This design comes from an exercise in tuning for small area on the open sky130 flow, not from production work. Power is estimated from default activity; no workload was simulated.

==> v6: inputs <==
==> flow/design.v <==
module morbo_crom (
  input             clk,
  input             RST,             
  input      [31:0] CMD,
  input      [31:0] OPERAND,
  output reg [31:0] RESULT,
  input      [11:0] EXT_ADDR,        
  output     [31:0] EXT_DATA,
  output     [31:0] HDR_MIRROR,
  output     [31:0] BUSOPT_MIRROR,
  output            VALID_OUT
);
  localparam [7:0] E_ILLEGAL  = 8'h01;
  localparam [7:0] E_RESERVED = 8'h02;
  localparam [7:0] E_BADSEL   = 8'h03;
  localparam [7:0] E_NOSECT   = 8'h04;
  localparam [7:0] E_SECTOPEN = 8'h05;
  localparam [7:0] E_FULL     = 8'h06;
  localparam [7:0] E_RANGE    = 8'h07;
  localparam [7:0] E_INPUT    = 8'h09;
  localparam [7:0] OP_NOP       = 8'h00;
  localparam [7:0] OP_CRC_CLR   = 8'h01;
  localparam [7:0] OP_CRC_WORD  = 8'h02;
  localparam [7:0] OP_CRC_READ  = 8'h03;
  localparam [7:0] OP_ROM_CLR   = 8'h10;
  localparam [7:0] OP_ROM_OPEN  = 8'h11;
  localparam [7:0] OP_ROM_PUT   = 8'h12;
  localparam [7:0] OP_ROM_CLOSE = 8'h13;
  localparam [7:0] OP_ROM_SEAL  = 8'h14;
  localparam [7:0] OP_ROM_READ  = 8'h15;
  localparam [7:0] OP_ROM_BUILD = 8'h16;
  localparam [7:0] OP_IN_WRITE  = 8'h20;
  localparam [7:0] OP_STAT_READ = 8'h30;
  function [15:0] crc_word;
    input [15:0] acc_in;
    input [31:0] w;
    integer i;
    reg [15:0] a;
    reg [3:0]  sum;
    begin
      a = acc_in;
      for (i = 7; i >= 0; i = i - 1) begin
        sum = a[15:12] ^ w[4*i +: 4];
        a   = {a[11:0], 4'b0000} ^ {sum, 12'b0} ^ {7'b0, sum, 5'b0} ^ {12'b0, sum};
      end
      crc_word = a;
    end
  endfunction
  reg [15:0] acc;
  reg [15:0] sacc;
  reg [7:0]  wp;
  reg [6:0]  ss;
  reg        sopen;
  reg        skind;
  reg        valid;
  reg        align_warn;
  reg [7:0]  err;
  reg [6:0]  inset;
  reg [31:0] in0, in1, in2, in3, in4, in5;
  reg        in6nz;
  wire [7:0]  opc = CMD[31:24];
  wire [7:0]  sel = CMD[23:16];
  wire [15:0] imm = CMD[15:0];
  wire op_nop   = opc == OP_NOP;
  wire op_cclr  = opc == OP_CRC_CLR;
  wire op_cword = opc == OP_CRC_WORD;
  wire op_cread = opc == OP_CRC_READ;
  wire op_rclr  = opc == OP_ROM_CLR;
  wire op_open  = opc == OP_ROM_OPEN;
  wire op_put   = opc == OP_ROM_PUT;
  wire op_close = opc == OP_ROM_CLOSE;
  wire op_seal  = opc == OP_ROM_SEAL;
  wire op_rread = opc == OP_ROM_READ;
  wire op_build = opc == OP_ROM_BUILD;
  wire op_inw   = opc == OP_IN_WRITE;
  wire op_stat  = opc == OP_STAT_READ;
  wire known    = op_nop | op_cclr | op_cword | op_cread | op_rclr | op_open | op_put |
                  op_close | op_seal | op_rread | op_build | op_inw | op_stat;
  wire uses_sel = op_open | op_inw | op_stat;
  wire rom_full = wp[7];
  reg [7:0] fcode;
  always @* begin
    fcode = 8'h00;
    if (!known)                               fcode = E_ILLEGAL;
    else if (!uses_sel && sel != 8'd0)        fcode = E_RESERVED;
    else if (!op_rread && imm != 16'd0)       fcode = E_RESERVED;
    else if (op_open && sel > 8'd1)           fcode = E_BADSEL;
    else if (op_inw  && sel > 8'd6)           fcode = E_BADSEL;
    else if (op_stat && sel > 8'd2)           fcode = E_BADSEL;
    else if (op_rread && imm[15:7] != 9'd0)   fcode = E_RANGE;
    else if (op_open && sopen)                fcode = E_SECTOPEN;
    else if (op_open && rom_full)             fcode = E_FULL;
    else if (op_put && !sopen)                fcode = E_NOSECT;
    else if (op_put && rom_full)              fcode = E_FULL;
    else if (op_close && !sopen)              fcode = E_NOSECT;
    else if (op_seal && sopen)                fcode = E_SECTOPEN;
    else if (op_build && inset != 7'h7f)      fcode = E_INPUT;
  end
  wire ok   = fcode == 8'h00;
  wire exec = !RST && ok;
  wire [15:0] crc_out = crc_word(op_put ? sacc : acc, OPERAND);
  wire [15:0] bib_crc  = crc_word(crc_word(crc_word(crc_word(16'h0000,
                           in0), in1 & 32'h2FFF_FFFF), in2), in3);
  wire [15:0] info_crc = crc_word(crc_word(16'h0000, in4), in5);
  wire        clr   = RST || (exec && op_rclr);
  wire        build = exec && op_build;
  wire        bulk  = clr || build;
  wire        wr    = exec && (op_open || op_put || op_close);
  wire [6:0]  waddr = op_close ? ss : wp[6:0];
  wire [6:0]  n7    = wp[6:0] - ss - 7'd1;        
  wire [31:0] hdr   = skind ? {9'd0, n7, sacc} : {1'b0, n7, 1'b0, n7, sacc};
  wire [31:0] wsrc  = op_put ? OPERAND : op_close ? hdr : 32'h0;
  function [31:0] img;
    input integer g;
    begin
      case (g)
        0:  img = {16'h0404, bib_crc};
        1:  img = in0;
        2:  img = in1 & 32'h2FFF_FFFF;
        3:  img = in2;
        4:  img = in3;
        5:  img = 32'h0004B339;
        6:  img = 32'h03123456;
        7:  img = 32'h17654321;
        8:  img = 32'h81000002;
        9:  img = 32'hB8000006;
        10: img = 32'h00040D83;
        13: img = 32'h48454C4C;
        14: img = 32'h4F000000;
        15: img = {16'h0002, info_crc};
        16: img = in4;
        17: img = in5;
        default: img = 32'h0;
      endcase
    end
  endfunction
  reg [31:0] rom [0:127];
  genvar g;
  generate
    for (g = 0; g < 128; g = g + 1) begin : g_word
      wire        en = bulk || (wr && waddr == g);
      wire [31:0] d  = clr ? 32'h0 : build ? img(g) : wsrc;
      wire [31:0] nxt;
      wire        en_n = ~en;
      genvar b;
      for (b = 0; b < 32; b = b + 1) begin : g_bit
        morbo_hold u_hold (.q(rom[g][b]), .d(d[b]), .en(en), .en_n(en_n), .y(nxt[b]));
      end
      always @(posedge clk)
        rom[g] <= nxt;
    end
  endgenerate
  wire [31:0] rd_cmd, rd_ext;
  wire [32*128-1:0] rom_flat;
  generate
    for (g = 0; g < 128; g = g + 1) begin : g_flat
      assign rom_flat[32*g +: 32] = rom[g];
    end
  endgenerate
  morbo_rd u_rd_cmd (.words(rom_flat), .idx(imm[6:0]),      .q(rd_cmd));
  morbo_rd u_rd_ext (.words(rom_flat), .idx(EXT_ADDR[8:2]), .q(rd_ext));
  wire [31:0] status = {1'b0, inset, err, 1'b0, align_warn, valid, skind, sopen, 3'b000, wp};
  always @(posedge clk) begin
    if (RST) begin
      acc        <= 16'h0000;
      sacc       <= 16'h0000;
      wp         <= 8'd0;
      ss         <= 7'd0;
      sopen      <= 1'b0;
      skind      <= 1'b0;
      valid      <= 1'b0;
      align_warn <= 1'b0;
      err        <= 8'h00;
      inset      <= 7'h00;
      RESULT     <= 32'h0;
    end else begin
      RESULT <= 32'h0;
      if (!ok) begin
        if (err == 8'h00)
          err <= fcode;
      end else begin
        if (op_cclr)  acc <= 16'h0000;
        if (op_cword) acc <= crc_out;
        if (op_cread) RESULT <= {16'h0000, acc};
        if (op_rclr) begin
          wp <= 8'd0; ss <= 7'd0; sopen <= 1'b0; skind <= 1'b0;
          sacc <= 16'h0000; valid <= 1'b0; align_warn <= 1'b0;
        end
        if (op_open) begin
          ss <= wp[6:0]; wp <= wp + 8'd1; sacc <= 16'h0000;
          sopen <= 1'b1; skind <= sel[0]; valid <= 1'b0;
        end
        if (op_put) begin
          wp <= wp + 8'd1; sacc <= crc_out;
        end
        if (op_close) begin
          sopen <= 1'b0; skind <= 1'b0;
        end
        if (op_seal)  valid <= 1'b1;
        if (op_rread) RESULT <= rd_cmd;
        if (op_build) begin
          wp <= 8'd18; ss <= 7'd15; sopen <= 1'b0; skind <= 1'b0;
          sacc <= info_crc; valid <= 1'b1; align_warn <= in6nz;
        end
        if (op_stat)
          RESULT <= (sel[1:0] == 2'd0) ? status :
                    (sel[1:0] == 2'd1) ? {25'd0, ss} : {16'h0000, sacc};
        if (op_inw) inset[sel[2:0]] <= 1'b1;
      end
    end
  end
  always @(posedge clk) begin
    if (exec && op_inw) begin
      case (sel[2:0])
        3'd0: in0 <= OPERAND;
        3'd1: in1 <= OPERAND;
        3'd2: in2 <= OPERAND;
        3'd3: in3 <= OPERAND;
        3'd4: in4 <= OPERAND;
        3'd5: in5 <= OPERAND;
        default: in6nz <= OPERAND[9:0] != 10'd0;
      endcase
    end
  end
  assign EXT_DATA      = rd_ext;
  assign HDR_MIRROR    = rom[0];
  assign BUSOPT_MIRROR = rom[2];
  assign VALID_OUT     = valid;
endmodule
module morbo_rd (
  input  [32*128-1:0] words,
  input  [6:0]        idx,
  output [31:0]       q
);
  wire [128:0] oh;
  genvar i, b;
  generate
    for (i = 0; i < 128; i = i + 1) begin : g_oh
      assign oh[i] = idx == i;
    end
  endgenerate
  assign oh[128] = 1'b0;
  generate
    for (b = 0; b < 32; b = b + 1) begin : g_bit
      wire [42:0] t;
      for (i = 0; i < 43; i = i + 1) begin : g_t
        wire d2 = (3*i+2 < 128) ? words[32*(3*i+2)+b] : 1'b0;
        morbo_aoi3 u (.s({oh[3*i+2], oh[3*i+1], oh[3*i]}),
                      .d({d2, words[32*(3*i+1)+b], words[32*(3*i)+b]}), .y(t[i]));
      end
      assign q[b] = ~&t;
    end
  endgenerate
endmodule
module morbo_aoi3 (
  input  [2:0] s,
  input  [2:0] d,
  output       y
);
  assign y = ~|(s & d);
endmodule
module morbo_hold (
  input  q,
  input  d,
  input  en,
  input  en_n,
  output y
);
  assign y = (q | en) & (d | en_n);
endmodule
==> flow/run.sh <==
#!/bin/bash
# synth_recipe.tcl (not shown) runs the flow's synth.tcl, then flattens the netlist and writes it again
# the make line also repeats each setting of config.mk as NAME=value (left out here)
make -C /OpenROAD-flow-scripts/flow DESIGN_CONFIG=/design/flow/config.mk WORK_HOME=/design/flow/orfs CLKGATE_MAP_FILE= SYNTH_SCRIPT=/design/flow/synth_recipe.tcl finish
==> flow/config.mk <==
export PLATFORM = sky130hd
export DESIGN_NAME = morbo_crom
export DESIGN_NICKNAME = morbo_crom
export VERILOG_FILES = /design/flow/design.v
export SDC_FILE = /design/flow/constraint.sdc
export NUM_CORES = 8
export LEC_CHECK = 0
export CAP_MARGIN = 0
export CELL_PAD_IN_SITES_DETAIL_PLACEMENT = 2
export CELL_PAD_IN_SITES_GLOBAL_PLACEMENT = 2
export CORE_MARGIN = 2
export CORE_UTILIZATION = 25
export PLACE_DENSITY = 0.6
export SLEW_MARGIN = 0
export SYNTH_HIERARCHICAL = 1
==> flow/constraint.sdc <==
create_clock -name core_clock -period 10.0 [get_ports {clk}]
set_input_delay 2.0000 -clock core_clock [delete_from_list [all_inputs] [get_ports {clk}]]
set_output_delay 2.0000 -clock core_clock [all_outputs]
set_load 0.01 [all_outputs]
==> inputs of v21, as changes to v6 <==
--- a/flow/design.v
+++ b/flow/design.v
@@ -140,23 +140,17 @@
     for (g = 0; g < 128; g = g + 1) begin : g_word
-      wire        en = bulk || (wr && waddr == g);
-      wire [31:0] d  = clr ? 32'h0 : build ? img(g) : wsrc;
-      wire [31:0] nxt;
-      wire        en_n = ~en;
-      genvar b;
-      for (b = 0; b < 32; b = b + 1) begin : g_bit
-        morbo_hold u_hold (.q(rom[g][b]), .d(d[b]), .en(en), .en_n(en_n), .y(nxt[b]));
-      end
       always @(posedge clk)
-        rom[g] <= nxt;
+        if (bulk || (wr && waddr == g))
+          rom[g] <= clr ? 32'h0 : build ? img(g) : wsrc;
     end
   endgenerate
-  wire [31:0] rd_cmd, rd_ext;
-  wire [32*128-1:0] rom_flat;
-  generate
-    for (g = 0; g < 128; g = g + 1) begin : g_flat
-      assign rom_flat[32*g +: 32] = rom[g];
-    end
-  endgenerate
-  morbo_rd u_rd_cmd (.words(rom_flat), .idx(imm[6:0]),      .q(rd_cmd));
-  morbo_rd u_rd_ext (.words(rom_flat), .idx(EXT_ADDR[8:2]), .q(rd_ext));
+  reg [31:0] rd_cmd, rd_ext;
+  integer r;
+  always @* begin
+    rd_cmd = 32'h0;
+    rd_ext = 32'h0;
+    for (r = 0; r < 128; r = r + 1) begin
+      rd_cmd = rd_cmd | (rom[r] & {32{imm[6:0] == r}});
+      rd_ext = rd_ext | (rom[r] & {32{EXT_ADDR[8:2] == r}});
+    end
+  end
   wire [31:0] status = {1'b0, inset, err, 1'b0, align_warn, valid, skind, sopen, 3'b000, wp};
@@ -229,42 +223 @@
 endmodule
-module morbo_rd (
-  input  [32*128-1:0] words,
-  input  [6:0]        idx,
-  output [31:0]       q
-);
-  wire [128:0] oh;
-  genvar i, b;
-  generate
-    for (i = 0; i < 128; i = i + 1) begin : g_oh
-      assign oh[i] = idx == i;
-    end
-  endgenerate
-  assign oh[128] = 1'b0;
-  generate
-    for (b = 0; b < 32; b = b + 1) begin : g_bit
-      wire [42:0] t;
-      for (i = 0; i < 43; i = i + 1) begin : g_t
-        wire d2 = (3*i+2 < 128) ? words[32*(3*i+2)+b] : 1'b0;
-        morbo_aoi3 u (.s({oh[3*i+2], oh[3*i+1], oh[3*i]}),
-                      .d({d2, words[32*(3*i+1)+b], words[32*(3*i)+b]}), .y(t[i]));
-      end
-      assign q[b] = ~&t;
-    end
-  endgenerate
-endmodule
-module morbo_aoi3 (
-  input  [2:0] s,
-  input  [2:0] d,
-  output       y
-);
-  assign y = ~|(s & d);
-endmodule
-module morbo_hold (
-  input  q,
-  input  d,
-  input  en,
-  input  en_n,
-  output y
-);
-  assign y = (q | en) & (d | en_n);
-endmodule
CAP_MARGIN = 20   (was 0)
CORE_UTILIZATION = 50   (was 25)
PLACE_DENSITY = 0.62   (was 0.6)
SLEW_MARGIN = 20   (was 0)
SYNTH_HIERARCHICAL = not set   (was 1)
==> impl_metrics.csv <==
group,metric,value,unit
route,wl_met2,477000,um
outcome,outcome,"complete, but fails checks",
final_layout,fin_util,31.5,%
floorplan,coreArea,699000,um^2
floorplan,fp.dieW,842,um
job,maxCapViolCount,2,
route,routed_wl,1130000,um
synthesis,ys_top_cells_by_count,"dfxtp_1, o22a_1, a222oi_1",
timing,relSlewSlack,-0.577,%
synthesis,yosys.area_share.simple,4.83,%
synthesis,avgSynthCellArea,12.1,um^2
critical_path,cp.buffers_inverters,5,
min_path,min-delay-start,"rom[70][3]$_DFF_P_",
timing,maxSlewViolCount,1,
final_layout,clock_buffers,767,
global_route,met2_usage,45.0,%
power,vdd_drop_max,0.000193,V
outcome,so_faults,"max-capacitance violations, max-slew violations",
power,internal_power,31800,uW
# the run above: v6

==> impl_metrics.csv <==
group,metric,value,unit
synthesis,avgSynthCellArea,15.2,um^2
synthesis,async_flop_share,0,%
synthesis,yosys.area_share.simple,4.64,%
floorplan,ios,207,
synthesis,synth_xor_area_share,4.34,%
outcome,haltStage,"detailed placement (3_5_place_dp)",
floorplan,fp.dieW,619,um
placement,io_buffers,201,
outcome,error_line,"[ERROR DPL-0033] detailed placement checks failed during check placement.",
outcome,outcome,"stopped before the end",
synthesis,ys_top_cells_by_count,"edfxtp_1, a22oi_1, a22o_1",
# the run above: v21

Function was not checked in any run of this note: the RTL went through the layout flow alone.

==> what the ideal ports hide <==
Ports are ideal in the flow. The routed layout listed here was re-timed in OpenROAD.
Step 1 (the two cells are an assumption about what drives the block):
set clk [get_ports {clk}]
set_driving_cell -lib_cell sky130_fd_sc_hd__clkbuf_16 $clk
set_driving_cell -lib_cell sky130_fd_sc_hd__buf_2 [delete_from_list [all_inputs] $clk]
Step 2 adds t to the input delays and takes it off the output delays; t is the mean of the earliest and latest rising clock arrival at the registers after step 1. Input paths then give back, and output paths get back, about the clock's delay inside the block.
a / b / c = ideal / step 1 / step 2; a / b = the first two.
run: v6
t (ns): 1.253
setup slack, ns: 0.042 / -0.189 / -0.189
hold slack, ns: 0.497 / 0.497 / 0.497
clock arrival spread, ns: 0.152 / 0.152
worst register clock-pin slew, ns: 0.07 / 0.07
The setup slack of v6 moves by -0.231 ns with the drivers and by -0.231 ns with both steps.
